What follows belongs to an exercise in optimizing a design on an open flow for small area; a production flow would make more cautious choices. The RTL was checked by simulation tests, not by an equivalence proof against the original design. Power is estimated from default activity; no workload was simulated. No driver is modelled on the clock port, so clocking that relies on it looks cheaper here than on a real chip.

Setup of v46:
## image_thresholder
module image_thresholder (
    input  wire        clk,
    input  wire        rst,           
    input  wire        cmd_valid,
    output wire        cmd_ready,
    input  wire [31:0] cmd_data,
    input  wire [7:0]  rd_idx,
    output reg  [31:0] rd_data,
    output wire        out_valid,
    input  wire        out_ready,
    output reg  [7:0]  out_data,
    output wire        out_last
);
For scale: about 87 I/O pins, ~54000 um^2 of cells after synthesis.
Settings: LEC_CHECK=0, CAP_MARGIN=20, CORE_MARGIN=2, CORE_UTILIZATION=40, SLEW_MARGIN=20; clock period 12.0 ns.
standard.sh (not shown) runs the stock make flow with config.mk's settings and CLKGATE_MAP_FILE= SYNTH_SCRIPT=/design/flow/synth_recipe.tcl, a recipe that flattens the netlist after the stock synthesis.
==> flow/flow/run.sh <==
#!/bin/bash
# Layout flow: the standard ORFS flow (standard.sh) with these changes:
#  - synthesis: the standard flow's own synthesis script, except that ABC maps the
#    combinational logic with an area-oriented script (flow/abc_deep.script)
#    and adders are left to ABC instead of being mapped to fa/ha cells first.
#    Registers are mapped before ABC, so they are the standard synthesis's.
#  - CTS clusters up to 32 flip-flops per leaf buffer and inserts no dummy
#    loads;
#  - ports are buffered with the smallest buffer (buf_1).
# The full output of the flow goes to flow_standard.log in the work folder.
set -euo pipefail
cd "$(dirname "$0")/.."
WORK=$PWD
export FLOW_ABC_SCRIPT=$WORK/flow/abc_deep.script
export FLOW_SYNTH_TCL=$WORK/synth_recipe.tcl
export CTS_ARGS="-sink_clustering_enable -repair_clock_nets -sink_clustering_size 32 -sink_clustering_max_diameter 100 -dont_use_dummy_load"
export BUFFER_PORTS_ARGS="-buffer_cell sky130_fd_sc_hd__buf_1"
bash standard.sh SYNTH_SCRIPT=$WORK/flow/synth_area.tcl ADDER_MAP_FILE= finish > flow_standard.log 2>&1
==> flow/flow/abc_deep.script <==
strash
&get -n
&deepsyn -T 60
&dch -f
&nf -R 1000
&put
topo
dnsize
==> flow/flow/synth_area.tcl <==
# The standard flow's synthesis script (synth_recipe.tcl, in the work folder) with one change:
# the combinational logic is mapped by ABC with an area-oriented script
# (abc_deep.script beside this file) instead of ORFS's default one. Registers
# are mapped before ABC runs, so they are the standard synthesis's.
set ::area_abc_script $::env(FLOW_ABC_SCRIPT)
proc abc {args} {
  set i [lsearch -exact $args -script]
  if {$i >= 0} { set args [lreplace $args $i [expr {$i + 1}] -script $::area_abc_script] }
  yosys abc {*}$args
}
source $::env(FLOW_SYNTH_TCL)
v46 did not stop at any stage, and its layout met the timing, DRC and antenna checks.
diff inputs: v46 => v19
# v46
export LEC_CHECK = 0
export CAP_MARGIN = 20
export CORE_MARGIN = 2
export CORE_UTILIZATION = 40
export SLEW_MARGIN = 20
create_clock -name core_clock -period 12.0 [get_ports {clk}]
# v19
export LEC_CHECK = 0
export CAP_MARGIN = 20
export CORE_MARGIN = 2
export CORE_UTILIZATION = 65
export CTS_CLUSTER_DIAMETER = 100
export CTS_CLUSTER_SIZE = 30
export SLEW_MARGIN = 20
create_clock -name core_clock -period 12.0 [get_ports {clk}]
==> flow/run.sh (new file) <==
#!/bin/bash
# synth_recipe.tcl (not shown) runs the flow's synth.tcl, then flattens the netlist and writes it again
# the make line also repeats each setting of config.mk as NAME=value (left out here)
make -C /OpenROAD-flow-scripts/flow DESIGN_CONFIG=/design/flow/config.mk WORK_HOME=/design/flow/orfs CLKGATE_MAP_FILE= SYNTH_SCRIPT=/design/flow/synth_recipe.tcl finish
removed: flow/flow/run.sh
removed: flow/flow/abc_deep.script
removed: flow/flow/synth_area.tcl
removed: flow/standard.sh
==> summary.txt <==
v19: full flow OK, the timing, DRC and antenna checks passed
Relative to v46, total power has increased by about 6% in v19.
v46 → v19: final cell count lower; worst max-slew margin expressed relative to the limit lower.
[inputs] v9 vs v19
# v19
export LEC_CHECK = 0
export CAP_MARGIN = 20
export CORE_MARGIN = 2
export CORE_UTILIZATION = 65
export CTS_CLUSTER_DIAMETER = 100
export CTS_CLUSTER_SIZE = 30
export SLEW_MARGIN = 20
create_clock -name core_clock -period 12.0 [get_ports {clk}]
# v9
export LEC_CHECK = 0
export CAP_MARGIN = 20
export CORE_MARGIN = 2
export CORE_UTILIZATION = 40
export SLEW_MARGIN = 20
create_clock -name core_clock -period 12.0 [get_ports {clk}]
==> flow/flow/run.sh (new file) <==
#!/bin/bash
# Layout flow: the standard ORFS flow, with two changes to how the clock
# tree and port buffers are built (everything else, including synthesis, is
# the standard flow):
#  - CTS clusters up to 30 flip-flops per leaf buffer and inserts no dummy
#    loads;
#  - ports are buffered with the smallest buffer (buf_1) instead of the one
#    buffer_ports picks by default.
set -euo pipefail
cd "$(dirname "$0")/.."
export CTS_ARGS="-sink_clustering_enable -repair_clock_nets -sink_clustering_size 30 -sink_clustering_max_diameter 100 -dont_use_dummy_load"
export BUFFER_PORTS_ARGS="-buffer_cell sky130_fd_sc_hd__buf_1"
bash standard.sh > flow_standard.log 2>&1
==> flow/standard.sh (new file) <==
#!/bin/bash
# synth_recipe.tcl (not shown) runs the flow's synth.tcl, then flattens the netlist and writes it again
# the make line also repeats each setting of config.mk as NAME=value (left out here)
make -C /OpenROAD-flow-scripts/flow DESIGN_CONFIG=/design/flow/config.mk WORK_HOME=/design/flow/orfs CLKGATE_MAP_FILE= SYNTH_SCRIPT=/design/flow/synth_recipe.tcl "${@:-finish}"
removed: flow/run.sh
## What came out
Cell area ended up 0.31% higher on v9 than on v19.
Clock transition at the register clock pins on the worst setup and hold paths after CTS: v9 vs v19, no meaningful difference
Comparing v9 and v19, switching power summed over all nets is lower on v9.
Power after layout delta (v9 − v19): favourable
Modified inputs, v1 compared to v9
==> flow/flow/run.sh <==
#!/bin/bash
# Layout flow: the standard ORFS flow (standard.sh) with these changes:
#  - synthesis: the standard flow's own synthesis script, except that ABC maps the
#    combinational logic with an area-oriented script (flow/abc_deep.script)
#    and adders are left to ABC instead of being mapped to fa/ha cells first.
#    Registers are mapped before ABC, so they are the standard synthesis's.
#  - CTS clusters up to 30 flip-flops per leaf buffer and inserts no dummy
#    loads;
#  - ports are buffered with the smallest buffer (buf_1).
# The full output of the flow goes to flow_standard.log in the work folder.
set -euo pipefail
cd "$(dirname "$0")/.."
WORK=$PWD
export FLOW_ABC_SCRIPT=$WORK/flow/abc_deep.script
export FLOW_SYNTH_TCL=$WORK/synth_recipe.tcl
export CTS_ARGS="-sink_clustering_enable -repair_clock_nets -sink_clustering_size 30 -sink_clustering_max_diameter 100 -dont_use_dummy_load"
export BUFFER_PORTS_ARGS="-buffer_cell sky130_fd_sc_hd__buf_1"
bash standard.sh SYNTH_SCRIPT=$WORK/flow/synth_area.tcl ADDER_MAP_FILE= finish > flow_standard.log 2>&1
==> flow/flow/abc_deep.script (new file) <==
strash
&get -n
&deepsyn -T 60
&dch -f
&nf -R 1000
&put
topo
dnsize
==> flow/flow/synth_area.tcl (new file) <==
# The standard flow's synthesis script (synth_recipe.tcl, in the work folder) with one change:
# the combinational logic is mapped by ABC with an area-oriented script
# (abc_deep.script beside this file) instead of ORFS's default one. Registers
# are mapped before ABC runs, so they are the standard synthesis's.
set ::area_abc_script $::env(FLOW_ABC_SCRIPT)
proc abc {args} {
  set i [lsearch -exact $args -script]
  if {$i >= 0} { set args [lreplace $args $i [expr {$i + 1}] -script $::area_abc_script] }
  yosys abc {*}$args
}
source $::env(FLOW_SYNTH_TCL)
Findings:
- v1 and v9 ended up with nearly the same effective utilization at floorplan.
- Looking at worst hold slack across all endpoints, v1 sits 0.015 ns below v9.
- Comparing v1 and v9, total CTS buffers is higher on v9.
- Re half-perimeter wire length after detailed placement: v9 was higher than v1.
- v1 has less setup slack than v9.
- v1 vs v9, final wirelength went down by 15%.
- Going from v9 to v1, the post-detailed-route wirelength per cell was found to have gone down by about 7%.
- v1 against v9; post-synthesis instance total is down by more than 10%.
- v9 ended up with out_data[1] as its worst setup path endpoint; v1 ended up with out_data[2].
Input changes introduced in v36 (baseline for comparison: v1):
# v1
export LEC_CHECK = 0
export CAP_MARGIN = 20
export CORE_MARGIN = 2
export CORE_UTILIZATION = 40
export SLEW_MARGIN = 20
create_clock -name core_clock -period 12.0 [get_ports {clk}]
# v36
export LEC_CHECK = 0
export CAP_MARGIN = 20
export CORE_MARGIN = 2
export CORE_UTILIZATION = 40
export CTS_CLUSTER_DIAMETER = 80
export CTS_CLUSTER_SIZE = 26
export SLEW_MARGIN = 20
create_clock -name core_clock -period 12.0 [get_ports {clk}]
==> flow/run.sh (new file) <==
#!/bin/bash
# synth_recipe.tcl (not shown) runs the flow's synth.tcl, then flattens the netlist and writes it again
# the make line also repeats each setting of config.mk as NAME=value (left out here)
make -C /OpenROAD-flow-scripts/flow DESIGN_CONFIG=/design/flow/config.mk WORK_HOME=/design/flow/orfs CLKGATE_MAP_FILE= SYNTH_SCRIPT=/design/flow/synth_recipe.tcl finish
removed: flow/flow/run.sh
removed: flow/flow/abc_deep.script
removed: flow/flow/synth_area.tcl
removed: flow/standard.sh
### Flow results
- On design internal power, v36 does worse than v1.
- v36 vs. v1: register share of the cell area fell 5.6 points; hold slack rose 0.036 ns; number of buffer and inverter stages on the critical path about even.
> inputs changed (v36 -> v49)
# v36
export LEC_CHECK = 0
export CAP_MARGIN = 20
export CORE_MARGIN = 2
export CORE_UTILIZATION = 40
export CTS_CLUSTER_DIAMETER = 80
export CTS_CLUSTER_SIZE = 26
export SLEW_MARGIN = 20
create_clock -name core_clock -period 12.0 [get_ports {clk}]
# v49
export LEC_CHECK = 0
export CAP_MARGIN = 20
export CORE_MARGIN = 2
export CORE_UTILIZATION = 40
export SLEW_MARGIN = 20
create_clock -name core_clock -period 12.0 [get_ports {clk}]
Findings:
- Looking at count of clock-buffer cells in the layout, v49 sits above v36.
- Relative to v36, v49 degrades routed wire length.
- Changes observed in v49 relative to v36: CTS buffer count increased by 95% relative to the old numbers; layout overhead on the synthesized area went up 8.0 points; post-layout total power higher; global-route usage picked up an extra 0.48 points; area share of buffers outside the clock network held.

## port drivers added, routing unchanged
The flow's constraints put no driver on any port. The routed layouts listed below were extracted and timed again, unchanged, in two steps.
Step 1, drivers: a clkbuf_16 drives clk and a buf_2 each remaining input, both assumed.
Step 2 also shifts input and output timing later by t, the mid clock arrival at the registers, as if the neighbouring blocks saw the same clock.
Slacks: ideal ports / drivers / drivers and shift; pairs: ideal ports / drivers.
run	t (ns)	setup WS [ns]	worst setup path after step 2	slew at the worst register clock pin (ns)	pins driven straight from the clock port
v46	0.724	3.161 / 3.094 / 3.817	register to output	0.12 / 0.12	1
v19	0.771	2.965 / 2.895 / 3.666	register to output	0.12 / 0.12	1
v9	0.730	4.030 / 3.960 / 4.045	input to register	0.11 / 0.11	1
v1	0.708	3.174 / 3.107 / 3.815	register to output	0.12 / 0.12	1
v36	0.784	3.415 / 3.345 / 3.670	input to register	0.10 / 0.10	1
v49	0.859	3.417 / 3.345 / 3.664	input to register	0.07 / 0.07	1
After both steps setup and hold are still met in every run listed.
